From an optimization exercise on the open Yosys and OpenROAD flow, aimed at a short achievable clock period; shortcuts taken in it are not production practice. Where RTL was checked, it was by simulation tests only, not by an equivalence proof against the original. For runs 2 and 3, only the layout was checked, not whether the RTL still works. No driver is modelled on the clock port, so clocking that relies on it looks cheaper here than on a real chip. No activity file was given, so power comes from the tool's default toggle rates.

<file path="flow/flow/run.sh">
#!/bin/bash
set -euo pipefail
cd "$(dirname "$0")/.."
bash standard.sh SETUP_SLACK_MARGIN=8 finish > make_finish.log 2>&1
</file>
<file path="flow/standard.sh">
#!/bin/bash
# synth_recipe.tcl (not shown) runs the flow's synth.tcl, then flattens the netlist and writes it again
# the make line also repeats each setting of config.mk as NAME=value (left out here)
make -C /OpenROAD-flow-scripts/flow DESIGN_CONFIG=/design/flow/config.mk WORK_HOME=/design/flow/orfs CLKGATE_MAP_FILE= SYNTH_SCRIPT=/design/flow/synth_recipe.tcl "${@:-finish}"
</file>
<file path="flow/config.mk">
export PLATFORM = sky130hd
export DESIGN_NAME = smc
export DESIGN_NICKNAME = smc
export VERILOG_FILES = /design/flow/design.v
export SDC_FILE = /design/flow/constraint.sdc
export NUM_CORES = 4
export LEC_CHECK = 0
export CAP_MARGIN = 20
export CORE_MARGIN = 2
export CORE_UTILIZATION = 40
export PLACE_DENSITY = 0.6
export SLEW_MARGIN = 20
</file>
<file path="flow/constraint.sdc">
create_clock -name core_clock -period 14.0 [get_ports {clk}]
set_input_delay 2.8000 -clock core_clock [delete_from_list [all_inputs] [get_ports {clk}]]
set_output_delay 2.8000 -clock core_clock [all_outputs]
set_load 0.01 [all_outputs]
</file>
<file path="flow/design.v">
module smc (
    input             clk,
    input             rst,
    input      [7:2]  bus_addr,
    input             bus_we,
    input             bus_re,
    input      [31:0] bus_wdata,
    output reg [31:0] bus_rdata,
    output            busy,
    output     [4:0]  step,
    output     [4:0]  dir,
    output     [4:0]  en,
    output            tp_start,
    output     [31:0] tp_period,
    output            tp_stop,
    input             tp_tick,
    input             es_pos,
    input             es_neg
);
    localparam [1:0] PH_IDLE = 2'd0, PH_STEP = 2'd1, PH_WAIT = 2'd2;
    localparam [2:0] ACT_NONE = 3'd0, ACT_MV3 = 3'd1, ACT_MVR = 3'd2, ACT_MVE = 3'd3;
    localparam [2:0] RES_NONE = 3'd0, RES_DONE = 3'd1, RES_ABORTED = 3'd2,
                     RES_REJECTED = 3'd3, RES_ILLEGAL = 3'd4;
    localparam [5:0] A_CMD = 6'h00, A_STATUS = 6'h01, A_PERIOD = 6'h02,
                     A_FMASK = 6'h03, A_OUT = 6'h04;
    localparam [5:0] A_REQ0 = 6'h08, A_CUR0 = 6'h10;
    localparam RZ = 3, E = 4;
    reg [159:0] req;         
    reg [159:0] cur;         
    reg [31:0]  period;
    reg [1:0]   fmask;       
    reg [4:0]   out_step;
    reg [4:0]   out_dir;
    reg [4:0]   out_en;
    reg [1:0]   ph;
    reg [2:0]   act;
    reg [2:0]   result;
    reg         err, cal, esp, esn;
    reg         tick, tprun;
    reg [31:0]  tpper;
    reg         tp_start_q, tp_stop_q;
    reg [159:0] dabs;        
    reg [4:0]   dzero;       
    reg         first;       
    reg         upd;         
    reg [2:0]   dom;         
    reg [203:0] acc;         
    reg [159:0] cnt;         
    reg [4:0]   zf;          
    assign busy      = (ph != PH_IDLE);
    assign step      = out_step;
    assign dir       = out_dir;
    assign en        = out_en;
    assign tp_start  = tp_start_q;
    assign tp_stop   = tp_stop_q;
    assign tp_period = tpper;
    wire [31:0] status = {17'd0, act, ph, tick, tprun, esn, esp, cal, err, result, busy};
    always @* begin
        bus_rdata = 32'd0;
        if (bus_re) begin
            case (bus_addr)
                A_STATUS: bus_rdata = status;
                A_PERIOD: bus_rdata = period;
                A_FMASK:  bus_rdata = {30'd0, fmask};
                A_OUT:    bus_rdata = {11'd0, out_en, 3'd0, out_dir, 3'd0, out_step};
                A_REQ0 + 6'd0: bus_rdata = req[0   +: 32];
                A_REQ0 + 6'd1: bus_rdata = req[32  +: 32];
                A_REQ0 + 6'd2: bus_rdata = req[64  +: 32];
                A_REQ0 + 6'd3: bus_rdata = req[96  +: 32];
                A_REQ0 + 6'd4: bus_rdata = req[128 +: 32];
                A_CUR0 + 6'd0: bus_rdata = cur[0   +: 32];
                A_CUR0 + 6'd1: bus_rdata = cur[32  +: 32];
                A_CUR0 + 6'd2: bus_rdata = cur[64  +: 32];
                A_CUR0 + 6'd3: bus_rdata = cur[96  +: 32];
                A_CUR0 + 6'd4: bus_rdata = cur[128 +: 32];
                default:  bus_rdata = 32'd0;
            endcase
        end
    end
    wire [4:0]   dpos;
    wire [159:0] dabs_n;
    wire [4:0]   dzero_n;
    genvar g;
    generate
        for (g = 0; g < 5; g = g + 1) begin : g_delta
            wire [31:0] r = req[32*g +: 32];
            wire [31:0] c = (g == RZ) ? 32'd0 : cur[32*g +: 32];
            wire [32:0] d_rc = {r[31], r} - {c[31], c};
            wire [32:0] d_cr = {c[31], c} - {r[31], r};
            assign dpos[g]            = {~r[31], r[30:0]} > {~c[31], c[30:0]};
            assign dabs_n[32*g +: 32] = d_rc[32] ? d_cr[31:0] : d_rc[31:0];
            assign dzero_n[g]         = (r == c);
        end
    endgenerate
    wire [31:0] dx = dabs[0  +: 32];
    wire [31:0] dy = dabs[32 +: 32];
    wire [31:0] dz = dabs[64 +: 32];
    wire ge_xy = dx >= dy;
    wire ge_xz = dx >= dz;
    wire ge_yz = dy >= dz;
    wire [2:0] dom_i = (ge_xy && ge_xz) ? 3'b001 : ge_yz ? 3'b010 : 3'b100;
    wire [203:0] p_init;
    wire [203:0] acc_upd;
    genvar q;
    generate
        for (q = 0; q < 6; q = q + 1) begin : g_pair
            localparam integer PI = q / 2;
            localparam integer PJ = (q == 0) ? 1 : (q == 1) ? 2 : (q == 2) ? 0 :
                                    (q == 3) ? 2 : (q == 4) ? 0 : 1;
            wire [33:0] two_di = {1'b0, dabs[32*PI +: 32], 1'b0};
            wire [33:0] two_dj = {1'b0, dabs[32*PJ +: 32], 1'b0};
            wire [33:0] a      = acc[34*q +: 34];
            assign p_init[34*q +: 34]  = two_di - {2'b00, dabs[32*PJ +: 32]};
            assign acc_upd[34*q +: 34] = a + two_di - (a[33] ? 34'd0 : two_dj);
        end
    endgenerate
    wire [5:0] s_init, s_next;
    generate
        for (q = 0; q < 6; q = q + 1) begin : g_sign
            assign s_init[q] = ~p_init[34*q+33];
            assign s_next[q] = ~acc[34*q+33];
        end
    endgenerate
    wire [2:0] tm_first = dom_i | {(dom_i[0] & s_init[4]) | (dom_i[1] & s_init[5]),
                                   (dom_i[0] & s_init[2]) | (dom_i[2] & s_init[3]),
                                   (dom_i[1] & s_init[0]) | (dom_i[2] & s_init[1])};
    wire [2:0] tm_next  = dom   | {(dom[0] & s_next[4]) | (dom[1] & s_next[5]),
                                   (dom[0] & s_next[2]) | (dom[2] & s_next[3]),
                                   (dom[1] & s_next[0]) | (dom[2] & s_next[1])};
    wire [2:0] tm3      = first ? tm_first : tm_next;
    wire zero_sel = (act == ACT_MV3) ? |(dom & zf[2:0]) :
                    (act == ACT_MVR) ? zf[RZ] : zf[E];
    wire mv_done = first ? ((act == ACT_MV3) ? &dzero[2:0] :
                            (act == ACT_MVR) ? dzero[RZ] : dzero[E])
                         : zero_sel;
    wire [3:0] op  = bus_wdata[3:0];
    wire [4:0] axm = bus_wdata[8:4];
    wire cmd_illegal = (|bus_wdata[31:9]) ||
                       (op != 4'h4 && axm != 5'd0) ||
                       (op == 4'h0) || (op >= 4'h8);
    reg [159:0] req_n, cur_n;
    reg [31:0]  period_n, tpper_n;
    reg [1:0]   fmask_n;
    reg [4:0]   out_step_n, out_dir_n, out_en_n;
    reg [1:0]   ph_n;
    reg [2:0]   act_n, result_n;
    reg         err_n, cal_n, esp_n, esn_n, tick_n, tprun_n;
    reg         tp_start_n, tp_stop_n;
    reg         first_n, upd_n, zero_n;
    reg [2:0]   dom_n;
    reg [159:0] cnt_n;
    reg [4:0]   zf_n;
    reg [203:0] acc_n;
    integer     i;
    always @* begin
        req_n      = req;
        cur_n      = cur;
        period_n   = period;
        tpper_n    = tpper;
        fmask_n    = fmask;
        out_step_n = out_step;
        out_dir_n  = out_dir;
        out_en_n   = out_en;
        ph_n       = ph;
        act_n      = act;
        result_n   = result;
        err_n      = err;
        cal_n      = cal;
        esp_n      = esp;
        esn_n      = esn;
        tick_n     = tick;
        tprun_n    = tprun;
        tp_start_n = 1'b0;
        tp_stop_n  = 1'b0;
        first_n    = first;
        upd_n      = 1'b0;
        dom_n      = dom;
        cnt_n      = cnt;
        zf_n       = zf;
        acc_n      = acc;
        if (upd) begin
            for (i = 0; i < 5; i = i + 1) begin
                cnt_n[32*i +: 32] = cnt[32*i +: 32] - 32'd1;
                zf_n[i]           = (cnt[32*i +: 32] == 32'd1);
            end
            acc_n = acc_upd;
        end
        if (ph == PH_IDLE) begin
            if (bus_we) begin
                case (bus_addr)
                    A_PERIOD: period_n = bus_wdata;
                    A_FMASK:  fmask_n  = bus_wdata[1:0];
                    A_OUT: begin
                        out_step_n = bus_wdata[4:0];
                        out_dir_n  = bus_wdata[12:8];
                        out_en_n   = bus_wdata[20:16];
                    end
                    A_REQ0 + 6'd0: req_n[0   +: 32] = bus_wdata;
                    A_REQ0 + 6'd1: req_n[32  +: 32] = bus_wdata;
                    A_REQ0 + 6'd2: req_n[64  +: 32] = bus_wdata;
                    A_REQ0 + 6'd3: req_n[96  +: 32] = bus_wdata;
                    A_REQ0 + 6'd4: req_n[128 +: 32] = bus_wdata;
                    A_CMD: begin
                        if (cmd_illegal) begin
                            result_n = RES_ILLEGAL;
                        end else begin
                            case (op)
                                4'h1, 4'h2, 4'h3: begin        
                                    if (err) begin
                                        result_n = RES_REJECTED;
                                    end else begin
                                        if (op == 4'h1) begin
                                            out_dir_n[2:0] = dpos[2:0];
                                            act_n = ACT_MV3;
                                        end else if (op == 4'h2) begin
                                            out_dir_n[RZ] = dpos[RZ];
                                            act_n = ACT_MVR;
                                        end else begin
                                            out_dir_n[E] = dpos[E];
                                            act_n = ACT_MVE;
                                        end
                                        tprun_n    = 1'b1;
                                        tpper_n    = period;
                                        tick_n     = 1'b0;
                                        tp_start_n = 1'b1;
                                        ph_n       = PH_STEP;
                                        result_n   = RES_NONE;
                                        first_n    = 1'b1;
                                    end
                                end
                                4'h4: begin                    
                                    for (i = 0; i < 5; i = i + 1)
                                        if (axm[i])
                                            cur_n[32*i +: 32] = req[32*i +: 32];
                                    err_n    = 1'b0;
                                    result_n = RES_DONE;
                                end
                                4'h5: begin                    
                                    esp_n    = 1'b0;
                                    esn_n    = 1'b0;
                                    err_n    = 1'b0;
                                    result_n = RES_DONE;
                                end
                                4'h6: begin                    
                                    cur_n[0 +: 96] = 96'd0;
                                    req_n[0 +: 96] = 96'd0;
                                    err_n    = 1'b0;
                                    cal_n    = 1'b1;
                                    result_n = RES_DONE;
                                end
                                default: begin                 
                                    err_n    = 1'b1;
                                    cal_n    = 1'b0;
                                    result_n = RES_DONE;
                                end
                            endcase
                        end
                    end
                    default: ;
                endcase
            end
        end else begin
            if (err) begin
                tprun_n   = 1'b0;
                tick_n    = 1'b0;
                tp_stop_n = 1'b1;
                act_n     = ACT_NONE;
                ph_n      = PH_IDLE;
                result_n  = RES_ABORTED;
            end else if (ph == PH_WAIT) begin
                if (tick) begin
                    tick_n = 1'b0;
                    ph_n   = PH_STEP;
                end
            end else begin
                if (mv_done) begin
                    tprun_n   = 1'b0;
                    tick_n    = 1'b0;
                    tp_stop_n = 1'b1;
                    if (act == ACT_MV3)
                        cur_n[0 +: 96] = req[0 +: 96];
                    else if (act == ACT_MVR)
                        cur_n[32*RZ +: 32] = req[32*RZ +: 32];
                    else
                        cur_n[32*E +: 32] = req[32*E +: 32];
                    act_n    = ACT_NONE;
                    ph_n     = PH_IDLE;
                    result_n = RES_DONE;
                end else begin
                    if (act == ACT_MV3)
                        out_step_n[2:0] = out_step[2:0] ^ tm3;
                    else if (act == ACT_MVR)
                        out_step_n[RZ] = ~out_step[RZ];
                    else
                        out_step_n[E] = ~out_step[E];
                    if (first) begin
                        dom_n = dom_i;
                        acc_n = p_init;
                        cnt_n = dabs;
                    end
                    first_n = 1'b0;
                    upd_n   = 1'b1;
                    ph_n    = PH_WAIT;
                end
            end
        end
        if (tp_tick && tprun_n)
            tick_n = 1'b1;
        if (es_pos && !fmask_n[0]) begin
            esp_n = 1'b1;
            err_n = 1'b1;
            cal_n = 1'b0;
        end
        if (es_neg && !fmask_n[1]) begin
            esn_n = 1'b1;
            err_n = 1'b1;
            cal_n = 1'b0;
        end
    end
    always @(posedge clk) begin
        dabs  <= dabs_n;
        dzero <= dzero_n;
        if (rst) begin
            req        <= 160'd0;
            cur        <= 160'd0;
            period     <= 32'd0;
            tpper      <= 32'd0;
            fmask      <= 2'd0;
            out_step   <= 5'd0;
            out_dir    <= 5'd0;
            out_en     <= 5'd0;
            ph         <= PH_IDLE;
            act        <= ACT_NONE;
            result     <= RES_NONE;
            err        <= 1'b0;
            cal        <= 1'b0;
            esp        <= 1'b0;
            esn        <= 1'b0;
            tick       <= 1'b0;
            tprun      <= 1'b0;
            tp_start_q <= 1'b0;
            tp_stop_q  <= 1'b0;
            first      <= 1'b0;
            upd        <= 1'b0;
            dom        <= 3'd0;
            acc        <= 204'd0;
            cnt        <= 160'd0;
            zf         <= 5'd0;
        end else begin
            req        <= req_n;
            cur        <= cur_n;
            period     <= period_n;
            tpper      <= tpper_n;
            fmask      <= fmask_n;
            out_step   <= out_step_n;
            out_dir    <= out_dir_n;
            out_en     <= out_en_n;
            ph         <= ph_n;
            act        <= act_n;
            result     <= result_n;
            err        <= err_n;
            cal        <= cal_n;
            esp        <= esp_n;
            esn        <= esn_n;
            tick       <= tick_n;
            tprun      <= tprun_n;
            tp_start_q <= tp_start_n;
            tp_stop_q  <= tp_stop_n;
            first      <= first_n;
            upd        <= upd_n;
            dom        <= dom_n;
            acc        <= acc_n;
            cnt        <= cnt_n;
            zf         <= zf_n;
        end
    end
endmodule
</file>
==> impl_metrics.json, run 1 <==
{
  "clk_pin_slew_ns": 0.06,
  "crit_family": "simple AND/OR/NAND/NOR gates",
  "drc_errors": 0,
  "relSlewSlack_pct": 16.6,
  "cp_num_cells": 13,
  "stdcell_count": 13200,
  "placedInstanceArea_um2": 83600,
  "power_density_nw_per_um2": 129,
  "slowest_stage": "or3_4",
  "seq_area_frac_synth_pct": 23.9,
  "nFillCells": 19800,
  "critPathKind": "primary input to output port",
  "drv_slew": 0,
  "synth_flop_cell": "dfxtp_1",
  "synthArstFlopShare_pct": 0,
  "drtIter0Drc": 9038,
  "cts.sinks": 949,
  "grt_max_degree": 210,
  "synth_commonest_cells": "nor2_1, a21oi_1, inv_1, dfxtp_1, nand2_1",
  "drtPass1Iterations": 12,
  "vdd_drop_max_uv": 119,
  "cts_buffers": 116,
  "coreArea_um2": 198000,
  "min_period_ns": 7.62,
  "synth.avg_cell_area_um2": 7.58,
  "postRouteAntennaNets": 0,
  "required_ns": 11.20,
  "routed_wl_um": 355000,
  "fin_crit_sh_pct": 54.5,
  "ff2ff_path_depth": 14,
  "rows": 163,
  "grt-ovfl-total": 0,
  "ctsHoldBuffers": 0,
  "syn2layout_area_growth_pct": 11.8,
  "yosysWarnings": 1,
  "die_h_um": 450,
  "max_stage_delay_ns": 0.35,
  "h-tree-depth": 3,
  "start_util_pct": 40.3,
  "start_kind": "primary input",
  "crit_arrival_ns": 4.82,
  "multi_input_area_um2": 55100,
  "grt_pass1_vias": 74000,
  "drv_cap": 0,
  "root_buffer": "clkbuf_16",
  "fin_skew_ns": 0.0584,
  "final_area_um2": 89000,
  "synthTopCellsByArea": "dfxtp_1, ha_1, a21oi_1",
  "cts_tree": "built",
  "vias": 79700,
  "final_util_pct": 45.0,
  "setup_violations": 0,
  "min_path_cells": 2,
  "antenna_found_initial": 22,
  "io_pins": 127,
  "synth_enable_flop_cells": 0,
  "grt_first_pass_wirelength_um": 514000,
  "ff_latch_area_um2": 19000,
  "ys_ff_latch": 949,
  "fin_setup_tns_ns": 0,
  "grt_usage_pct": 33.9,
  "synthesis.area_um2": 79600,
  "dieArea_um2": 203000,
  "min_path_type": "register to register",
  "crit_buf_inv": 6,
  "dp.cells": 12900,
  "hold_viol_final": 0,
  "nNetsFinal": 11400,
  "synth_top_cell_area_share_pct": 23.9,
  "wire_per_inst_um": 27.0,
  "yosysUniqueCellTypes": 109,
  "insertion_delay_ns": 0.81,
  "drive_gt1_share_pct": 6.18,
  "die_w_um": 450,
  "syn_inst": 10500,
  "status": "complete, no violations",
  "io_buffers": 126,
  "post_drt_via_cell_ratio": 6.04,
  "clockBufferDepth": 3,
  "max_freq_mhz": 131,
  "power.total_mw": 11.5,
  "syn_nets": 11500,
  "p_leak_nw": 38.1,
  "max_slew.worst_pin.slew_ns": 1.25,
  "rsz0062_at_grt": "true",
  "crit_chain": "buf_12 > nand2b_4 > or3_4 > nor3b_4 > buf_6 > buf_12 > buf_16 > buf_4 > a222oi_1 > nand3_1 > a21oi_2 > a21oi_2 > buf_2",
  "hpwl_um": 275000,
  "synth.most_common_cell": "nor2_1",
  "yosysTopAreaCell": "dfxtp_1",
  "globalplace.congestion": 1.03,
  "worstPathMaxFanout": 7,
  "end_kind": "output port"
}
## state kept, by name, summed over array words and instances, names as in the netlist, 2 cells and up
| register | count |
|---|---|
| ph | 2 |
| req | 160 |
| dabs | 160 |
| fmask | 2 |
| zf | 5 |
| cur | 160 |
| period | 32 |
| dzero | 5 |
| out_step | 5 |
| out_en | 5 |
| dom | 3 |
| result | 3 |
| act | 2 |
| tpper | 32 |
| cnt | 160 |
| out_dir | 5 |
| acc | 198 |
## power by group
part / leakage [nW] / internal, mW / switching (mW)
Combinational: 28.4 / 1.95 / 3.15
Sequential: 7.66 / 2.75 / 0.114
Clock: 2.12 / 2.11 / 1.42
## layout make-up
class / instances / area share, %
Clock buffer: 148 / 3.62
Clock inverter: 71 / 1.33
Inverter: 1075 / 4.54
Sequential cell: 949 / 21.4
Multi-Input combinational cell: 7966 / 62.0
Timing Repair Buffer: 322 / 3.44
Tap cell: 2640 / 3.71
Antenna cell: 9 / 0.0253
## layer usage
metal	global-route usage, %	up-vias	share of wire (%)
li1	-	36500	-
met1	45.8	38700	43
met5	0	-	0.036
met2	49.9	3678	41
met4	19.7	16	6.7
met3	6.53	774	9.0
## cell families (layout without fill, tap and decap cells)
logic type,count (synthesis),count (layout),synth area share [%]
simple gates,3146,3148,18.1
compound gates,3118,3118,25.0
buf+inv,1581,1616,7.60
flops,949,949,23.9
fa+ha+maj,947,947,16.9
xor+xnor,557,557,6.13
mux,196,196,2.50
other cells,0,9,0
## cells in the final DEF (no fill, tap or decap), types with 25 or more instances in the layout
cell type	netlist	layout
a211oi_1	333	331
a21boi_0	37	37
a21o_1	341	341
a21oi_1	1144	1102
a21oi_2	1	40
a221oi_1	33	31
a222oi_1	68	68
a22oi_1	42	36
a311oi_1	37	37
a31oi_1	72	70
and2_1	31	30
and3_1	63	60
buf_2	31	29
buf_4	9	162
bufinv_16	0	25
clkbuf_16	0	117
clkdlybuf4s50_1	0	86
dfxtp_1	949	948
fa_1	212	212
ha_1	735	735
inv_1	1073	1072
mux2i_1	177	177
nand2_1	872	863
nand2b_1	114	112
nand3_1	226	223
nand3b_1	27	27
nand4_1	102	102
nor2_1	1149	1141
nor2b_1	123	123
nor3_1	185	179
nor4_1	77	74
o211ai_1	48	48
o21a_1	87	86
o21ai_0	474	474
o21bai_1	97	97
o31ai_1	40	37
or3_1	60	59
or4_1	37	37
xnor2_1	348	348
xor2_1	209	209
## worst paths after layout
check | slack, ns | to | start
setup / recovery | 6.38 | bus_rdata[10] | bus_addr[7]
hold / removal | 0.45 | tpper[27] | tpper[27]
setup reg to reg | 8.13 | dabs[60] | cur[47]
hold reg to reg | 0.45 | tpper[27] | tpper[27]
## stage by stage
stage | worst slack, ns | hold WS (ns)
detailed placement | 4.79 | 0.444
finish | 6.38 | 0.450
floorplan | 6.95 | 0.376
CTS | 6.41 | 0.451
global placement | 4.79 | 0.439
global route | 6.35 | 0.466
## worst reg2reg max path, stage by stage (launching register included)
cell	delay [ns]
dfxtp_1	0.59
inv_1	0.10
ha_1	0.49
nand2_1	0.18
nor4_2	0.41
nand2_1	0.22
a211oi_2	0.40
o21ai_2	0.20
a31oi_4	0.56
buf_4	0.47
mux2i_1	0.51
o31ai_2	0.17
a222oi_1	0.91
o221ai_1	0.34
xor2_1	0.21
## repair_timing
item	in CTS	in global routing
resized for setup	222	22
pin swaps	46	26
setup buffers	38	7
setup endpoints to repair	54	157
cloned	9	0
==> run 2: changes to the inputs <==
--- a/flow/design.v
+++ b/flow/design.v
@@ -89,3 +89,3 @@
             wire [32:0] d_cr = {c[31], c} - {r[31], r};
-            assign dpos[g]            = {~r[31], r[30:0]} > {~c[31], c[30:0]};
+            assign dpos[g]            = $signed(r) > $signed(c);
             assign dabs_n[32*g +: 32] = d_rc[32] ? d_cr[31:0] : d_rc[31:0];
==> run 2 against run 1 <==
Compared with the run above:
- sequential share of layout area fell by 0.49 points
- sequential cell count unchanged
- setup slack worse by 0.066 ns
- clock-buffer cell count increased by 12
- clock power shrank 5%
- area after synthesis rose by 1.3%
- register-to-register slack about the same
- critical path depth down 1
- wire length is 7.6% higher
- largest power group unchanged
- highest routed layer unchanged
==> impl_metrics.json, run 2 <==
{
  "synthesis.area_um2": 80600,
  "insertion_delay_ns": 0.85,
  "fin_hold_ws_ns": 0.394,
  "synthTopCellsByArea": "dfxtp_1, ha_1, a21oi_1",
  "die_h_um": 453,
  "yosysTopAreaCell": "dfxtp_1",
  "clk_pin_slew_ns": 0.06,
  "antenna_found_initial": 28,
  "dp.cells": 13000,
  "setup_violations": 0,
  "worstPathMaxFanout": 5,
  "ff2ff_path_depth": 15,
  "drtPass1Iterations": 6,
  "fin_crit_sh_pct": 54.9,
  "relSlewSlack_pct": 21.8,
  "grt_first_pass_wirelength_um": 543000,
  "final_util_pct": 45.5,
  "multi_input_area_um2": 56500,
  "status": "complete, no violations",
  "nFillCells": 19900,
  "fin_setup_tns_ns": 0,
  "crit_arrival_ns": 4.89,
  "rsz0062_at_grt": "true",
  "drc_errors": 0,
  "cp-endpoint": "bus_rdata[3]",
  "required_ns": 11.20,
  "drv_slew": 0,
  "wire_per_inst_um": 28.6,
  "cts_buffers": 119,
  "ff_latch_area_um2": 19000,
  "post_drt_via_cell_ratio": 6.07,
  "clockBufferDepth": 3,
  "largest_reg_flops": 198,
  "postRouteAntennaNets": 0,
  "dieArea_um2": 205000,
  "grt-ovfl-total": 0,
  "regMostFlops": "acc",
  "hpwl_um": 293000,
  "globalplace.congestion": 1.04,
  "drive_gt1_share_pct": 7.93,
  "power.total_mw": 11.8,
  "synth_top_cell_area_share_pct": 23.6,
  "synth_enable_flop_cells": 0,
  "hold_viol_final": 0,
  "root_buffer": "clkbuf_16",
  "die_w_um": 453,
  "reg2reg_slack_ns": 8.14,
  "rows": 164,
  "grt_max_degree": 192,
  "end_kind": "output port",
  "io_pins": 127,
  "yosysUniqueCellTypes": 100,
  "drtIter0Drc": 7819,
  "r2r_end": "acc[203]",
  "ys_ff_latch": 949,
  "synth.most_common_cell": "a21oi_1",
  "drv_cap": 0,
  "h-tree-depth": 3,
  "fin_skew_ns": 0.0700,
  "synth_flop_cell": "dfxtp_1",
  "synth.avg_cell_area_um2": 7.60,
  "min_period_ns": 7.69,
  "seq_area_frac_synth_pct": 23.6,
  "power_density_nw_per_um2": 129,
  "stdcell_count": 13400,
  "synth_commonest_cells": "a21oi_1, inv_1, nor2_1, dfxtp_1, nand2_1",
  "r2r-start": "dabs[65]",
  "syn_nets": 11600,
  "cts_tree": "built",
  "cts.sinks": 949,
  "vias": 81100,
  "syn_inst": 10600,
  "nNetsFinal": 11600,
  "yosysWarnings": 1,
  "final_cell_mix": "a21oi_1, inv_1, nor2_1, dfxtp_1, nand2_1",
  "grt_pass1_vias": 77200,
  "start_util_pct": 40.3,
  "routed_wl_um": 382000,
  "start_kind": "primary input",
  "vdd_drop_max_uv": 121,
  "min_path_type": "register to register",
  "syn2layout_area_growth_pct": 12.9,
  "grt_usage_pct": 36.0,
  "final_common_cell": "a21oi_1",
  "coreArea_um2": 200000,
  "max_freq_mhz": 130,
  "critPathKind": "primary input to output port",
  "ctsHoldBuffers": 0,
  "max_slew.worst_pin.slew_ns": 1.16,
  "io_buffers": 126,
  "p_leak_nw": 38.2,
  "cp-startpoint": "bus_addr[3]",
  "synthArstFlopShare_pct": 0
}
## run 2: cell types whose count changed after synthesis, sizes merged, moves of 28 or more
cell,change
nor2,-98
nand2,+74
nand3,+63
a21o,-50
a222oi,-37
a21oi,-35
nand2b,-31
o21a,+28
## run 2: where the power goes
group          switching (mW)  internal, mW
Combinational            3.50          2.08
Sequential              0.104          2.75
Clock                    1.41          1.92
## run 2: worst min-delay path by stage
stage                     slack, ns        to  cells past startpoint      from
after floorplan                0.36  dabs[96]                      0   req[96]
after global placement         0.44   cnt[97]                      2  dabs[97]
after detailed placement       0.44   cnt[97]                      2  dabs[97]
after CTS                      0.40   cnt[97]                      2  dabs[97]
after global routing           0.46   cnt[97]                      2  dabs[97]
final                          0.39   cnt[97]                      2  dabs[97]
## run 2: critical path, stage by stage
cell and delay [ns]:
buf_12 0.10, buf_12 0.13, or2_4 0.27, buf_12 0.14, nor3_4 0.12, and3_4 0.33
buf_12 0.14, buf_16 0.12, a22oi_2 0.07, and3_4 0.21, a31oi_4 0.28, buf_6 0.16
## run 2: logic make-up (layout without fill, tap and decap cells)
kind of cell / Yosys count / after routing / share of synthesized area (%)
AOI/OAI and AO/OA: 3173 / 3173 / 25.3
xor gates and xnor gates: 554 / 554 / 6.02
adders and majority gates: 944 / 944 / 16.6
buffers and inverters: 1599 / 1683 / 7.68
DFF: 949 / 949 / 23.6
muxes: 192 / 192 / 2.45
other: 0 / 10 / 0
and+or+nand+nor: 3204 / 3205 / 18.4
## run 2: metrics by stage
step / instance area, µm² / setup WS [ns]
floorplan: 80900 / 6.92
global placement: 84800 / 4.43
detailed placement: 84900 / 4.39
CTS: 90600 / 6.33
global route: 91000 / 6.32
finish: 91100 / 6.31
## run 2: final cells by class
cell class,count,share of cell area (%)
multi-input cells,8068,62.1
flip-flops and latches,949,20.9
repair buffers,409,4.45
inverters,1057,4.36
clock buffers,160,3.67
well taps,2656,3.65
clock inverters,57,0.888
diodes,10,0.0275
## run 2: per-layer routing
layer,vias up,global-route usage [%],wire [µm]
met5,-,0,78
met4,12,25.0,30700
met3,896,5.48,26900
met2,3508,58.3,172000
met1,39400,43.7,152000
li1,37200,-,-
## run 2: what timing repair did
item                       CTS  global route
pin swaps                   57            26
hold endpoints to repair     0             0
setup buffers               65             9
resized for setup          323            54
setup endpoints to repair   34            59
cloned                      12             3
==> run 3: changes to the inputs <==
--- a/flow/design.v
+++ b/flow/design.v
@@ -46,5 +46,6 @@
     reg [2:0]   dom;         
-    reg [203:0] acc;         
-    reg [159:0] cnt;         
-    reg [4:0]   zf;          
+    reg [31:0]  dm;          
+    reg [101:0] acc;         
+    reg [31:0]  cnt;         
+    reg         zero;        
     assign busy      = (ph != PH_IDLE);
@@ -101,36 +102,22 @@
     wire [2:0] dom_i = (ge_xy && ge_xz) ? 3'b001 : ge_yz ? 3'b010 : 3'b100;
-    wire [203:0] p_init;
-    wire [203:0] acc_upd;
-    genvar q;
-    generate
-        for (q = 0; q < 6; q = q + 1) begin : g_pair
-            localparam integer PI = q / 2;
-            localparam integer PJ = (q == 0) ? 1 : (q == 1) ? 2 : (q == 2) ? 0 :
-                                    (q == 3) ? 2 : (q == 4) ? 0 : 1;
-            wire [33:0] two_di = {1'b0, dabs[32*PI +: 32], 1'b0};
-            wire [33:0] two_dj = {1'b0, dabs[32*PJ +: 32], 1'b0};
-            wire [33:0] a      = acc[34*q +: 34];
-            assign p_init[34*q +: 34]  = two_di - {2'b00, dabs[32*PJ +: 32]};
-            assign acc_upd[34*q +: 34] = a + two_di - (a[33] ? 34'd0 : two_dj);
-        end
-    endgenerate
-    wire [5:0] s_init, s_next;
-    generate
-        for (q = 0; q < 6; q = q + 1) begin : g_sign
-            assign s_init[q] = ~p_init[34*q+33];
-            assign s_next[q] = ~acc[34*q+33];
-        end
-    endgenerate
-    wire [2:0] tm_first = dom_i | {(dom_i[0] & s_init[4]) | (dom_i[1] & s_init[5]),
-                                   (dom_i[0] & s_init[2]) | (dom_i[2] & s_init[3]),
-                                   (dom_i[1] & s_init[0]) | (dom_i[2] & s_init[1])};
-    wire [2:0] tm_next  = dom   | {(dom[0] & s_next[4]) | (dom[1] & s_next[5]),
-                                   (dom[0] & s_next[2]) | (dom[2] & s_next[3]),
-                                   (dom[1] & s_next[0]) | (dom[2] & s_next[1])};
+    wire [31:0] dm_i = dom_i[0] ? dx : dom_i[1] ? dy : dz;
+    wire [33:0] two_x = {1'b0, dx, 1'b0};
+    wire [33:0] two_y = {1'b0, dy, 1'b0};
+    wire [33:0] two_z = {1'b0, dz, 1'b0};
+    wire [33:0] p_xy = two_x - {2'b00, dy};
+    wire [33:0] p_xz = two_x - {2'b00, dz};
+    wire [33:0] p_yx = two_y - {2'b00, dx};
+    wire [33:0] p_yz = two_y - {2'b00, dz};
+    wire [33:0] p_zx = two_z - {2'b00, dx};
+    wire [33:0] p_zy = two_z - {2'b00, dy};
+    wire [33:0] a0_i = dom_i[0] ? {2'b00, dx} : dom_i[1] ? p_xy : p_xz;
+    wire [33:0] a1_i = dom_i[0] ? p_yx : dom_i[1] ? {2'b00, dy} : p_yz;
+    wire [33:0] a2_i = dom_i[0] ? p_zx : dom_i[1] ? p_zy : {2'b00, dz};
+    wire [101:0] acc_i = {a2_i, a1_i, a0_i};
+    wire [2:0] tm_first = dom_i | {~a2_i[33], ~a1_i[33], ~a0_i[33]};
+    wire [2:0] tm_next  = dom   | {~acc[101], ~acc[67], ~acc[33]};
     wire [2:0] tm3      = first ? tm_first : tm_next;
-    wire zero_sel = (act == ACT_MV3) ? |(dom & zf[2:0]) :
-                    (act == ACT_MVR) ? zf[RZ] : zf[E];
     wire mv_done = first ? ((act == ACT_MV3) ? &dzero[2:0] :
                             (act == ACT_MVR) ? dzero[RZ] : dzero[E])
-                         : zero_sel;
+                         : zero;
     wire [3:0] op  = bus_wdata[3:0];
@@ -150,5 +137,4 @@
     reg [2:0]   dom_n;
-    reg [159:0] cnt_n;
-    reg [4:0]   zf_n;
-    reg [203:0] acc_n;
+    reg [31:0]  dm_n, cnt_n;
+    reg [101:0] acc_n;
     integer     i;
@@ -177,11 +163,12 @@
         dom_n      = dom;
+        dm_n       = dm;
         cnt_n      = cnt;
-        zf_n       = zf;
+        zero_n     = zero;
         acc_n      = acc;
         if (upd) begin
-            for (i = 0; i < 5; i = i + 1) begin
-                cnt_n[32*i +: 32] = cnt[32*i +: 32] - 32'd1;
-                zf_n[i]           = (cnt[32*i +: 32] == 32'd1);
-            end
-            acc_n = acc_upd;
+            cnt_n  = cnt - 32'd1;
+            zero_n = (cnt == 32'd1);
+            for (i = 0; i < 3; i = i + 1)
+                acc_n[34*i +: 34] = acc[34*i +: 34] + {1'b0, dabs[32*i +: 32], 1'b0}
+                                    - (acc[34*i+33] ? 34'd0 : {1'b0, dm, 1'b0});
         end
@@ -297,4 +284,6 @@
                         dom_n = dom_i;
-                        acc_n = p_init;
-                        cnt_n = dabs;
+                        dm_n  = dm_i;
+                        acc_n = acc_i;
+                        cnt_n = (act == ACT_MV3) ? dm_i :
+                                (act == ACT_MVR) ? dabs[32*RZ +: 32] : dabs[32*E +: 32];
                     end
@@ -345,5 +334,6 @@
             dom        <= 3'd0;
-            acc        <= 204'd0;
-            cnt        <= 160'd0;
-            zf         <= 5'd0;
+            dm         <= 32'd0;
+            acc        <= 102'd0;
+            cnt        <= 32'd0;
+            zero       <= 1'b0;
         end else begin
@@ -371,5 +361,6 @@
             dom        <= dom_n;
+            dm         <= dm_n;
             acc        <= acc_n;
             cnt        <= cnt_n;
-            zf         <= zf_n;
+            zero       <= zero_n;
         end
==> flow/run.sh (new file) <==
#!/bin/bash
# synth_recipe.tcl (not shown) runs the flow's synth.tcl, then flattens the netlist and writes it again
# the make line also repeats each setting of config.mk as NAME=value (left out here)
make -C /OpenROAD-flow-scripts/flow DESIGN_CONFIG=/design/flow/config.mk WORK_HOME=/design/flow/orfs CLKGATE_MAP_FILE= SYNTH_SCRIPT=/design/flow/synth_recipe.tcl finish
--- a/flow/config.mk
+++ b/flow/config.mk
@@ -7,2 +7,3 @@
 export LEC_CHECK = 0
+export ABC_CLOCK_PERIOD_IN_PS = 5000
 export CAP_MARGIN = 20
@@ -11,2 +12,3 @@
 export PLACE_DENSITY = 0.6
+export SETUP_SLACK_MARGIN = 5
 export SLEW_MARGIN = 20
removed: flow/flow/run.sh
removed: flow/standard.sh
==> run 3 against run 2 <==
Compared with the run above:
- area after synthesis is 21% lower
- utilization is 0.95 points lower
- final cell count is 21% lower
- synthesized cell count is 20% lower
- first-iteration DRC count is 9.3% lower
- setup slack worse by 1.3 ns
- sequential share of layout area is 0.47 points higher
- register-to-register slack worse by 1.5 ns
- sequential cell count is 199 lower
- global-route usage is 1.3 points higher
==> impl_metrics.json, run 3 <==
{
  "synthTopCellsByArea": "dfxtp_1, ha_1, a21oi_1",
  "seq_area_frac_synth_pct": 23.6,
  "r2r-start": "dabs[91]",
  "synth.most_common_cell": "a21oi_1",
  "drv_cap": 0,
  "routed_wl_um": 311000,
  "vias": 64500,
  "hpwl_um": 246000,
  "p_leak_nw": 28.4,
  "dieArea_um2": 162000,
  "rows": 146,
  "insertion_delay_ns": 0.74,
  "grt_first_pass_wirelength_um": 442000,
  "synthArstFlopShare_pct": 0,
  "antenna_found_initial": 28,
  "yosysWarnings": 1,
  "max_slew.worst_pin.slew_ns": 1.26,
  "root_buffer": "clkbuf_16",
  "critPathKind": "primary input to output port",
  "grt_usage_pct": 37.2,
  "min_period_ns": 9.03,
  "rsz0062_at_grt": "false",
  "synth.avg_cell_area_um2": 7.50,
  "nFillCells": 15900,
  "start_kind": "primary input",
  "min_path_cells": 2,
  "drc_errors": 0,
  "yosysTopAreaCell": "dfxtp_1",
  "placedInstanceArea_um2": 66900,
  "r2r_end": "acc[32]",
  "cts.sinks": 750,
  "min_path_type": "register to register",
  "top_usage_layer": "met2",
  "fin_crit_sh_pct": 64.5,
  "grt-ovfl-total": 0,
  "max_freq_mhz": 111,
  "drtPass1Iterations": 6,
  "final_common_cell": "a21oi_1",
  "clockBufferDepth": 3,
  "use_met2_pct": 57.4,
  "cp-startpoint": "bus_addr[2]",
  "grt_max_degree": 154,
  "final_cell_mix": "a21oi_1, nand2_1, inv_1, dfxtp_1, ha_1",
  "h-tree-depth": 3,
  "cp-endpoint": "bus_rdata[0]",
  "drv_slew": 0,
  "hold_viol_final": 0,
  "vdd_drop_max_uv": 136,
  "synth_enable_flop_cells": 0,
  "setup_violations": 0,
  "dp.cells": 10300,
  "globalplace.congestion": 1.01,
  "die_w_um": 402,
  "syn_inst": 8467,
  "io_pins": 127,
  "grt_use_met1_pct": 48.5,
  "gr-usage-met3_pct": 6.95,
  "drtIter0Drc": 7092,
  "relSlewSlack_pct": 15.3,
  "nNetsFinal": 9118,
  "cts_buffers": 93,
  "cts_tree": "built",
  "io_buffers": 126,
  "synth_flop_cell": "dfxtp_1",
  "power_density_nw_per_um2": 137,
  "worstPathMaxFanout": 11,
  "drive_gt1_share_pct": 5.42,
  "ctsHoldBuffers": 0,
  "syn2layout_area_growth_pct": 10.9,
  "ff2ff_path_depth": 20,
  "ys_ff_latch": 750,
  "synth_commonest_cells": "a21oi_1, nand2_1, inv_1, dfxtp_1, nor2_1",
  "crit_arrival_ns": 6.23,
  "final_area_um2": 70400,
  "reg2reg_slack_ns": 6.63,
  "post_drt_via_cell_ratio": 6.13,
  "die_h_um": 402,
  "required_ns": 11.20,
  "syn_nets": 9213,
  "synth_top_cell_area_share_pct": 23.6,
  "postRouteAntennaNets": 0,
  "fin_setup_tns_ns": 0,
  "synthesis.area_um2": 63500,
  "wire_per_inst_um": 29.6,
  "reg.largest.list": "cur (160), dabs (160), req (160)",
  "grt_pass1_vias": 60400,
  "hold_path.startpoint": "tpper[28]",
  "stdcell_count": 10500,
  "status": "complete, no violations",
  "end_kind": "output port",
  "fin_skew_ns": 0.0524,
  "coreArea_um2": 158000,
  "clk_pin_slew_ns": 0.06,
  "yosysUniqueCellTypes": 102,
  "start_util_pct": 40.2
}
-- run 3: cell count changes after synthesis, moves of 52 or more --
| cell | previous run | this run |
|---|---|---|
| ha_1 | 732 | 589 |
| nor2_1 | 994 | 604 |
| nor2b_1 | 109 | 179 |
| xor2_1 | 195 | 109 |
| inv_1 | 1055 | 760 |
| fa_1 | 212 | 112 |
| xnor2_1 | 359 | 270 |
| a211oi_1 | 313 | 187 |
| o21ai_0 | 504 | 371 |
| nor3_1 | 184 | 116 |
| nor2_2 | 60 | 0 |
| dfxtp_1 | 949 | 750 |
| buf_2 | 63 | 11 |
-- run 3: layout make-up --
cell class / count / area [µm²] / area share, %
tap: 2072 / 2590 / 3.68
clock inverter: 51 / 696 / 0.988
multi-input combinational: 6473 / 44100 / 62.6
sequential: 750 / 15000 / 21.3
antenna: 8 / 20.0 / 0.0284
inverter: 762 / 2860 / 4.06
timing repair buffer: 292 / 2570 / 3.66
clock buffer: 121 / 2570 / 3.65
-- run 3: worst min path at each step --
| stage | slack [ns] | end |
|---|---|---|
| final | 0.45 | tpper[28] |
| after global routing | 0.47 | tpper[9] |
| after CTS | 0.46 | tpper[16] |
| after detailed placement | 0.45 | tpper[26] |
| after global placement | 0.44 | tpper[26] |
| after floorplan | 0.38 | dabs[96] |
-- run 3: logic make-up (layout without fill, tap and decap cells) --
group / Yosys count / in the layout / synth area share, %
AOI/OAI and AO/OA: 2716 / 2716 / 27.2
and+or+nand+nor: 2438 / 2439 / 17.6
buffers and inverters: 1245 / 1226 / 7.41
DFF: 750 / 750 / 23.6
adders and majority gates: 709 / 709 / 15.3
xor gates and xnor gates: 381 / 381 / 5.28
muxes: 228 / 228 / 3.66
other: 0 / 8 / 0
-- run 3: critical path, cell delays in order --
cell             delay [ns]
clkdlybuf4s50_1        0.62
nor2_1                 0.34
nand2_1                0.33
nor2_4                 0.56
a22oi_1                0.14
nand2_1                0.11
a221oi_1               0.10
a31oi_1                0.56
clkdlybuf4s50_1        0.66
-- run 3: per-stage QoR --
step | hold WS (ns) | power (mW) | setup slack, ns | util, %
after floorplan | 0.376 | 5.43 | 6.40 | -
after global placement | 0.440 | 6.93 | 4.32 | 42.3
after detailed placement | 0.447 | 6.97 | 4.38 | 42.3
after CTS | 0.457 | 9.60 | 5.00 | 44.5
after global routing | 0.469 | 10.1 | 5.02 | 44.5
final | 0.453 | 9.67 | 4.97 | 44.6
-- run 3: per-layer routing --
layer / wire length, µm / up-vias
met3: 25700 / 681
met2: 134000 / 2953
li1: - / 29600
met4: 22200 / 22
met1: 129000 / 31300
met5: 135 / -
-- run 3: what timing repair did --
| action | CTS | global route |
|---|---|---|
| gates resized for setup | 16 | 7 |
| buffers inserted | 8 | 2 |
| gates cloned | 1 | 0 |
| pin swaps | 5 | 1 |
| setup endpoints to repair | 32 | 12 |
-- run 3: where the power goes --
group | internal, mW | leakage (nW) | switching [mW] | total [mW]
sequential | 2.18 | 6.06 | 0.123 | 2.31
combinational | 1.62 | 20.8 | 3.12 | 4.74
clock | 1.53 | 1.58 | 1.09 | 2.63
==> run 4: changes to the inputs <==
--- a/flow/design.v
+++ b/flow/design.v
@@ -58,24 +58,35 @@
     wire [31:0] status = {17'd0, act, ph, tick, tprun, esn, esp, cal, err, result, busy};
-    always @* begin
-        bus_rdata = 32'd0;
-        if (bus_re) begin
-            case (bus_addr)
-                A_STATUS: bus_rdata = status;
-                A_PERIOD: bus_rdata = period;
-                A_FMASK:  bus_rdata = {30'd0, fmask};
-                A_OUT:    bus_rdata = {11'd0, out_en, 3'd0, out_dir, 3'd0, out_step};
-                A_REQ0 + 6'd0: bus_rdata = req[0   +: 32];
-                A_REQ0 + 6'd1: bus_rdata = req[32  +: 32];
-                A_REQ0 + 6'd2: bus_rdata = req[64  +: 32];
-                A_REQ0 + 6'd3: bus_rdata = req[96  +: 32];
-                A_REQ0 + 6'd4: bus_rdata = req[128 +: 32];
-                A_CUR0 + 6'd0: bus_rdata = cur[0   +: 32];
-                A_CUR0 + 6'd1: bus_rdata = cur[32  +: 32];
-                A_CUR0 + 6'd2: bus_rdata = cur[64  +: 32];
-                A_CUR0 + 6'd3: bus_rdata = cur[96  +: 32];
-                A_CUR0 + 6'd4: bus_rdata = cur[128 +: 32];
-                default:  bus_rdata = 32'd0;
-            endcase
+    wire [39:0] rk_all;      
+    wire [23:0] rg_all;      
+    genvar c;
+    generate
+        for (c = 0; c < 8; c = c + 1) begin : g_dec
+            smc_rd_dec u_rd_dec (.re(bus_re), .a(bus_addr),
+                                 .k(rk_all[5*c +: 5]), .g(rg_all[3*c +: 3]));
         end
-    end
+    endgenerate
+    reg [159:0] rd_req_n, rd_cur_n;
+    reg [31:0]  rd_period_n;
+    reg [14:0]  rd_status_n;
+    reg [1:0]   rd_fmask_n;
+    reg [20:0]  rd_out_n;
+    wire [31:0] rdata_w;
+    genvar b;
+    generate
+        for (b = 0; b < 32; b = b + 1) begin : g_rd
+            localparam HAS_ST  = (b < 15);
+            localparam HAS_FM  = (b < 2);
+            localparam HAS_OUT = (b < 5) || (b >= 8 && b < 13) || (b >= 16 && b < 21);
+            smc_rd_bit #(.HAS_ST(HAS_ST), .HAS_FM(HAS_FM), .HAS_OUT(HAS_OUT)) u_bit (
+                .k(rk_all[5*(b/4) +: 5]), .g(rg_all[3*(b/4) +: 3]),
+                .rq(~{rd_req_n[128+b], rd_req_n[96+b], rd_req_n[64+b], rd_req_n[32+b], rd_req_n[b]}),
+                .cu(~{rd_cur_n[128+b], rd_cur_n[96+b], rd_cur_n[64+b], rd_cur_n[32+b], rd_cur_n[b]}),
+                .st(HAS_ST ? ~rd_status_n[b % 15] : 1'b0),
+                .pe(~rd_period_n[b]),
+                .fm(HAS_FM ? ~rd_fmask_n[b % 2] : 1'b0),
+                .ou(HAS_OUT ? ~rd_out_n[b % 21] : 1'b0),
+                .y(rdata_w[b]));
+        end
+    endgenerate
+    always @* bus_rdata = rdata_w;
     wire [4:0]   dpos;
@@ -89,6 +100,5 @@
             wire [32:0] d_rc = {r[31], r} - {c[31], c};
-            wire [32:0] d_cr = {c[31], c} - {r[31], r};
-            assign dpos[g]            = $signed(r) > $signed(c);
-            assign dabs_n[32*g +: 32] = d_rc[32] ? d_cr[31:0] : d_rc[31:0];
-            assign dzero_n[g]         = (r == c);
+            assign dpos[g]            = ~d_rc[32] & (|d_rc[31:0]);
+            assign dabs_n[32*g +: 32] = d_rc[32] ? (~d_rc[31:0] + 32'd1) : d_rc[31:0];
+            assign dzero_n[g]         = ~(|d_rc);
         end
@@ -112,6 +122,15 @@
     wire [33:0] p_zy = two_z - {2'b00, dy};
-    wire [33:0] a0_i = dom_i[0] ? {2'b00, dx} : dom_i[1] ? p_xy : p_xz;
-    wire [33:0] a1_i = dom_i[0] ? p_yx : dom_i[1] ? {2'b00, dy} : p_yz;
-    wire [33:0] a2_i = dom_i[0] ? p_zx : dom_i[1] ? p_zy : {2'b00, dz};
+    wire [33:0] a0_i = dom_i[1] ? p_xy : p_xz;
+    wire [33:0] a1_i = dom_i[0] ? p_yx : p_yz;
+    wire [33:0] a2_i = dom_i[0] ? p_zx : p_zy;
     wire [101:0] acc_i = {a2_i, a1_i, a0_i};
+    wire [101:0] acc_upd;
+    genvar q;
+    generate
+        for (q = 0; q < 3; q = q + 1) begin : g_acc
+            wire [33:0] a = acc[34*q +: 34];
+            assign acc_upd[34*q +: 34] = a + {1'b0, dabs[32*q +: 32], 1'b0}
+                                         - (a[33] ? 34'd0 : {1'b0, dm, 1'b0});
+        end
+    endgenerate
     wire [2:0] tm_first = dom_i | {~a2_i[33], ~a1_i[33], ~a0_i[33]};
@@ -170,5 +189,3 @@
             zero_n = (cnt == 32'd1);
-            for (i = 0; i < 3; i = i + 1)
-                acc_n[34*i +: 34] = acc[34*i +: 34] + {1'b0, dabs[32*i +: 32], 1'b0}
-                                    - (acc[34*i+33] ? 34'd0 : {1'b0, dm, 1'b0});
+            acc_n  = acc_upd;
         end
@@ -309,2 +326,20 @@
     always @(posedge clk) begin
+        if (rst) begin
+            rd_req_n    <= {160{1'b1}};
+            rd_cur_n    <= {160{1'b1}};
+            rd_period_n <= {32{1'b1}};
+            rd_status_n <= {15{1'b1}};
+            rd_fmask_n  <= 2'b11;
+            rd_out_n    <= {21{1'b1}};
+        end else begin
+            rd_req_n    <= ~req_n;
+            rd_cur_n    <= ~cur_n;
+            rd_period_n <= ~period_n;
+            rd_status_n <= ~{act_n, ph_n, tick_n, tprun_n, esn_n, esp_n, cal_n, err_n,
+                             result_n, (ph_n != PH_IDLE)};
+            rd_fmask_n  <= ~fmask_n;
+            rd_out_n    <= ~{out_en_n, 3'd0, out_dir_n, 3'd0, out_step_n};
+        end
+    end
+    always @(posedge clk) begin
         dabs  <= dabs_n;
@@ -368 +403,96 @@
 endmodule
+module smc_rd_dec (
+    input        re,
+    input  [7:2] a,
+    output [4:0] k,
+    output [2:0] g
+);
+    wire [7:2] an;
+    genvar i;
+    generate
+        for (i = 2; i < 8; i = i + 1) begin : g_inv
+            smc_inv u_inv (.a(a[i]), .y(an[i]));
+        end
+    endgenerate
+    smc_nor3 u_k0 (.a(a[4]),  .b(a[3]),  .c(a[2]),  .y(k[0]));
+    smc_nor3 u_k1 (.a(a[4]),  .b(a[3]),  .c(an[2]), .y(k[1]));
+    smc_nor3 u_k2 (.a(a[4]),  .b(an[3]), .c(a[2]),  .y(k[2]));
+    smc_nor3 u_k3 (.a(a[4]),  .b(an[3]), .c(an[2]), .y(k[3]));
+    smc_nor3 u_k4 (.a(an[4]), .b(a[3]),  .c(a[2]),  .y(k[4]));
+    wire en_n;
+    smc_nand2 u_en (.a(re), .b(an[7]), .y(en_n));
+    smc_nor3 u_gm (.a(en_n), .b(a[6]),  .c(a[5]),  .y(g[0]));
+    smc_nor3 u_gr (.a(en_n), .b(a[6]),  .c(an[5]), .y(g[1]));
+    smc_nor3 u_gc (.a(en_n), .b(an[6]), .c(a[5]),  .y(g[2]));
+endmodule
+module smc_rd_bit #(
+    parameter HAS_ST = 1,
+    parameter HAS_FM = 1,
+    parameter HAS_OUT = 1
+) (
+    input  [4:0] k,
+    input  [2:0] g,
+    input  [4:0] rq,
+    input  [4:0] cu,
+    input        st,
+    input        pe,
+    input        fm,
+    input        ou,
+    output       y
+);
+    wire rp0, rp1, rp2, ry, rz;
+    smc_aoi22 u_rp0 (.a1(k[0]), .a2(rq[0]), .b1(k[1]), .b2(rq[1]), .y(rp0));
+    smc_aoi22 u_rp1 (.a1(k[2]), .a2(rq[2]), .b1(k[3]), .b2(rq[3]), .y(rp1));
+    smc_nand2 u_rp2 (.a(k[4]), .b(rq[4]), .y(rp2));
+    smc_nand3 u_ry  (.a(rp0), .b(rp1), .c(rp2), .y(ry));
+    smc_nand2 u_rz  (.a(g[1]), .b(ry), .y(rz));
+    wire cp0, cp1, cp2, cy, cz;
+    smc_aoi22 u_cp0 (.a1(k[0]), .a2(cu[0]), .b1(k[1]), .b2(cu[1]), .y(cp0));
+    smc_aoi22 u_cp1 (.a1(k[2]), .a2(cu[2]), .b1(k[3]), .b2(cu[3]), .y(cp1));
+    smc_nand2 u_cp2 (.a(k[4]), .b(cu[4]), .y(cp2));
+    smc_nand3 u_cy  (.a(cp0), .b(cp1), .c(cp2), .y(cy));
+    smc_nand2 u_cz  (.a(g[2]), .b(cy), .y(cz));
+    wire mz;
+    generate
+        if (HAS_ST && HAS_FM) begin : g_m4
+            wire mp0, mp1, my;
+            smc_aoi22 u_mp0 (.a1(k[1]), .a2(st), .b1(k[2]), .b2(pe), .y(mp0));
+            smc_aoi22 u_mp1 (.a1(k[3]), .a2(fm), .b1(k[4]), .b2(ou), .y(mp1));
+            smc_nand2 u_my  (.a(mp0), .b(mp1), .y(my));
+            smc_nand2 u_mz  (.a(g[0]), .b(my), .y(mz));
+        end else if (HAS_ST && HAS_OUT) begin : g_m3
+            wire mp0, mp1, my;
+            smc_aoi22 u_mp0 (.a1(k[1]), .a2(st), .b1(k[2]), .b2(pe), .y(mp0));
+            smc_nand2 u_mp1 (.a(k[4]), .b(ou), .y(mp1));
+            smc_nand2 u_my  (.a(mp0), .b(mp1), .y(my));
+            smc_nand2 u_mz  (.a(g[0]), .b(my), .y(mz));
+        end else if (HAS_ST || HAS_OUT) begin : g_m2
+            wire mp0, my;
+            if (HAS_ST) begin : g_st
+                smc_aoi22 u_mp0 (.a1(k[1]), .a2(st), .b1(k[2]), .b2(pe), .y(mp0));
+            end else begin : g_ou
+                smc_aoi22 u_mp0 (.a1(k[2]), .a2(pe), .b1(k[4]), .b2(ou), .y(mp0));
+            end
+            smc_inv   u_my  (.a(mp0), .y(my));
+            smc_nand2 u_mz  (.a(g[0]), .b(my), .y(mz));
+        end else begin : g_m1
+            smc_nand3 u_mz  (.a(g[0]), .b(k[2]), .c(pe), .y(mz));
+        end
+    endgenerate
+    smc_nand3 u_y (.a(mz), .b(rz), .c(cz), .y(y));
+endmodule
+module smc_inv (input a, output y);
+    assign y = ~a;
+endmodule
+module smc_nand2 (input a, input b, output y);
+    assign y = ~(a & b);
+endmodule
+module smc_nand3 (input a, input b, input c, output y);
+    assign y = ~(a & b & c);
+endmodule
+module smc_nor3 (input a, input b, input c, output y);
+    assign y = ~(a | b | c);
+endmodule
+module smc_aoi22 (input a1, input a2, input b1, input b2, output y);
+    assign y = ~((a1 & a2) | (b1 & b2));
+endmodule
==> flow/flow/run.sh (new file) <==
#!/bin/bash
# Own layout flow: the standard ORFS flow (standard.sh, unchanged synthesis)
# with these changes to how the layout is made:
#  - the read-bus pins (bus_re, bus_addr, bus_rdata) are placed together on
#    one edge, since the combinational read path runs between them;
#  - the slow low-power clock inverters are not used for logic sizing.
set -euo pipefail
cd "$(dirname "$0")/.."
D="$PWD/flow/dontuse.tcl"
bash standard.sh SETUP_SLACK_MARGIN=8 PRE_IO_PLACEMENT_TCL="$PWD/flow/pins.tcl" \
  PRE_FLOORPLAN_TCL="$D" PRE_GLOBAL_PLACE_TCL="$D" PRE_RESIZE_TCL="$D" PRE_CTS_TCL="$D" \
  finish > make_finish.log 2>&1
==> flow/flow/dontuse.tcl (new file) <==
set_dont_use [get_lib_cells sky130_fd_sc_hd__clkinvlp_*]
==> flow/flow/pins.tcl (new file) <==
set_io_pin_constraint -group -order -region left:* -pin_names {bus_re bus_addr[2] bus_addr[3] bus_addr[4] bus_addr[5] bus_addr[6] bus_addr[7] bus_rdata[0] bus_rdata[1] bus_rdata[2] bus_rdata[3] bus_rdata[4] bus_rdata[5] bus_rdata[6] bus_rdata[7] bus_rdata[8] bus_rdata[9] bus_rdata[10] bus_rdata[11] bus_rdata[12] bus_rdata[13] bus_rdata[14] bus_rdata[15] bus_rdata[16] bus_rdata[17] bus_rdata[18] bus_rdata[19] bus_rdata[20] bus_rdata[21] bus_rdata[22] bus_rdata[23] bus_rdata[24] bus_rdata[25] bus_rdata[26] bus_rdata[27] bus_rdata[28] bus_rdata[29] bus_rdata[30] bus_rdata[31]}
==> flow/standard.sh (new file) <==
#!/bin/bash
# synth_recipe.tcl (not shown) runs the flow's synth.tcl, then flattens the netlist and writes it again
# the make line also repeats each setting of config.mk as NAME=value (left out here)
make -C /OpenROAD-flow-scripts/flow DESIGN_CONFIG=/design/flow/config.mk WORK_HOME=/design/flow/orfs CLKGATE_MAP_FILE= SYNTH_SCRIPT=/design/flow/synth_recipe.tcl "${@:-finish}"
--- a/flow/config.mk
+++ b/flow/config.mk
@@ -7,3 +7,2 @@
 export LEC_CHECK = 0
-export ABC_CLOCK_PERIOD_IN_PS = 5000
 export CAP_MARGIN = 20
@@ -12,3 +11,4 @@
 export PLACE_DENSITY = 0.6
-export SETUP_SLACK_MARGIN = 5
 export SLEW_MARGIN = 20
+export SYNTH_HIERARCHICAL = 1
+export SYNTH_MINIMUM_KEEP_SIZE = 0
removed: flow/run.sh
==> run 4 against run 3 <==
Compared with the run above:
- first-iteration DRC count fell by 14%
- register-to-register slack improved by 1.4 ns
- fmax rose by 27%
==> impl_metrics.json, run 4 <==
{
  "crit_arrival_ns": 4.30,
  "cpMostUsedCell": "buf_16",
  "syn2layout_area_growth_pct": 18.4,
  "syn_inst": 8640,
  "synthesis.area_um2": 69300,
  "grt-ovfl-total": 0,
  "rsz0062_at_grt": "true",
  "wire_per_inst_um": 25.3,
  "final_common_cell": "inv_1",
  "insertion_delay_ns": 0.81,
  "min_path_cells": 2,
  "globalplace.congestion": 1.06,
  "yosysWarnings": 7,
  "p_leak_nw": 37.3,
  "critPathKind": "primary input to output port",
  "crit_chain": "buf_16 > buf_16 > buf_12 > buf_12 > clkinv_8 > nor3_4 > buf_6 > buf_16 > a22oi_2 > nand3_1 > nand2_1 > nand3_2 > buf_6",
  "drv_slew": 0,
  "dieArea_um2": 177000,
  "grt_usage_pct": 31.4,
  "die_w_um": 420,
  "post_drt_via_cell_ratio": 5.64,
  "syn_nets": 9208,
  "status": "complete, no violations",
  "hold_path.startpoint": "tpper[10]",
  "r2r_end": "acc[30]",
  "fin_skew_ns": 0.0557,
  "routed_wl_um": 286000,
  "postRouteAntennaNets": 0,
  "final_cell_mix": "inv_1, dfxtp_1, nand2_1, a21oi_1, nor2_1",
  "antenna_found_initial": 13,
  "grt_first_pass_wirelength_um": 406000,
  "grt_pass1_vias": 60000,
  "hpwl_um": 220000,
  "cts_buffers": 135,
  "cts.sinks": 1135,
  "drtIter0Drc": 6109,
  "clk_pin_slew_ns": 0.07,
  "start_kind": "primary input",
  "max_stage_delay_ns": 0.16,
  "drc_errors": 0,
  "whs_endpoint": "tpper[10]",
  "min_path_type": "register to register",
  "required_ns": 11.20,
  "drv_cap": 0,
  "io_buffers": 126,
  "grt_max_degree": 153,
  "drtPass1Iterations": 7,
  "io_pins": 127,
  "power_density_nw_per_um2": 177,
  "nFillCells": 16800,
  "r2r-start": "dabs[60]",
  "die_h_um": 420,
  "relSlewSlack_pct": 7.23,
  "start_util_pct": 40.3,
  "rows": 152,
  "fin_setup_tns_ns": 0,
  "hold_viol_final": 0,
  "stdcell_count": 11300,
  "max_slew.worst_pin.slew_ns": 1.39,
  "dp.cells": 10800,
  "cts_tree": "built",
  "slowest_stage": "buf_6",
  "end_kind": "output port",
  "coreArea_um2": 172000,
  "reg2reg_slack_ns": 7.99,
  "synth.avg_cell_area_um2": 8.02,
  "setup_violations": 0,
  "fin_crit_sh_pct": 50.7,
  "drive_gt1_share_pct": 13.1,
  "nNetsFinal": 9411,
  "vdd_drop_max_uv": 145,
  "fin_hold_ws_ns": 0.452,
  "ff2ff_path_depth": 25,
  "vias": 63500,
  "max_freq_mhz": 141,
  "worstPathMaxFanout": 7,
  "min_period_ns": 7.10
}
## run 4: repair_timing
item                                    in CTS  in global routing
pin swaps                                  107                 95
endpoints found under the setup margin     457                296
resized for setup                          415                185
hold buffers                                 0                  0
gates cloned                                15                  6
buffers inserted                           122                 50
## run 4: how the worst max path moves through the flow
stage | start | to | depth (start not counted)
4_1_cts | bus_addr[2] | bus_rdata[12] | 13
3_5_place_dp | bus_addr[4] | bus_rdata[1] | 9
3_3_place_gp | bus_addr[4] | bus_rdata[2] | 9
6_report | bus_addr[2] | bus_rdata[12] | 13
2_1_floorplan | bus_addr[2] | bus_rdata[0] | 5
5_1_grt | bus_addr[3] | bus_rdata[15] | 12
## run 4: stage by stage
step / total power, mW / utilization (%) / instance area [µm²] / setup slack [ns]
global placement: 10.0 / 42.6 / 73300 / 5.36
detailed placement: 10.1 / 42.7 / 73300 / 5.41
floorplan: 7.93 / - / 69700 / 7.52
CTS: 14.1 / 47.0 / 80800 / 6.96
global route: 15.2 / 47.7 / 82000 / 6.88
finish: 14.5 / 47.7 / 82000 / 6.90
## run 4: layer usage
metal / global-route usage (%) / share of wire [%] / wire [µm]
met5: 0 / 0.030 / 87
met2: 49.9 / 45 / 127000
met4: 19.6 / 7.4 / 21000
met1: 40.1 / 41 / 118000
met3: 4.54 / 6.9 / 19600
## run 4: power by group
part / switching [mW] / total, mW / leakage (nW) / internal (mW)
Sequential: 0.204 / 3.56 / 9.22 / 3.36
Combinational: 4.59 / 7.26 / 25.8 / 2.67
Clock: 1.57 / 3.69 / 2.31 / 2.12
Total: 6.36 / 14.5 / 37.3 / 8.15
## run 4: critical path: cells and delay by family
family                 cells  cell delay, ns
AO/OA/AOI/OAI              1            0.14
buffers and inverters      8            1.00
AND/OR/NAND/NOR            4            0.35
## run 4: layout make-up
type                            instances  area (µm²)  share of cell area, %
Timing Repair Buffer                  406        4710                   5.74
Multi-Input combinational cell       5727       41500                   50.6
Clock inverter                         70         882                   1.08
Tap cell                             2310        2890                   3.52
Antenna cell                            7        17.5                 0.0214
Sequential cell                      1135       22800                   27.8
Inverter                             1438        5440                   6.63
Clock buffer                          178        3780                   4.61

-- port drivers added, routing unchanged --
Ports are ideal in the flow. The routed layouts listed here were re-timed in OpenROAD.
Step 1: set_driving_cell puts a clkbuf_16 on clk and a buf_2 on each other input, an assumption about the parent block.
Step 2, shift: input delay + t, output delay - t, t = (earliest + latest rising clock arrival at the registers) / 2. This alone moves slack from input paths to output paths.
Three values: ideal, step 1, step 2; two values: the first two.
run	t, ns	setup slack, ns	worst hold slack (ns)	worst setup path at the end	cell pins on the clock port's net
run 1	0.881	6.375 / 6.324 / 6.324	0.450 / 0.450 / 0.450	input to output	1
run 2	0.911	6.309 / 6.263 / 6.263	0.394 / 0.394 / 0.394	input to output	1
run 3	0.805	4.973 / 4.942 / 4.942	0.453 / 0.453 / 0.453	input to output	1
run 4	0.871	6.905 / 6.835 / 6.835	0.452 / 0.452 / 0.452	input to output	1
After both steps setup and hold are still met in every run listed. The setup slack of run 4, which loses most, moves by -0.070 ns with the drivers and by -0.070 ns with both steps.
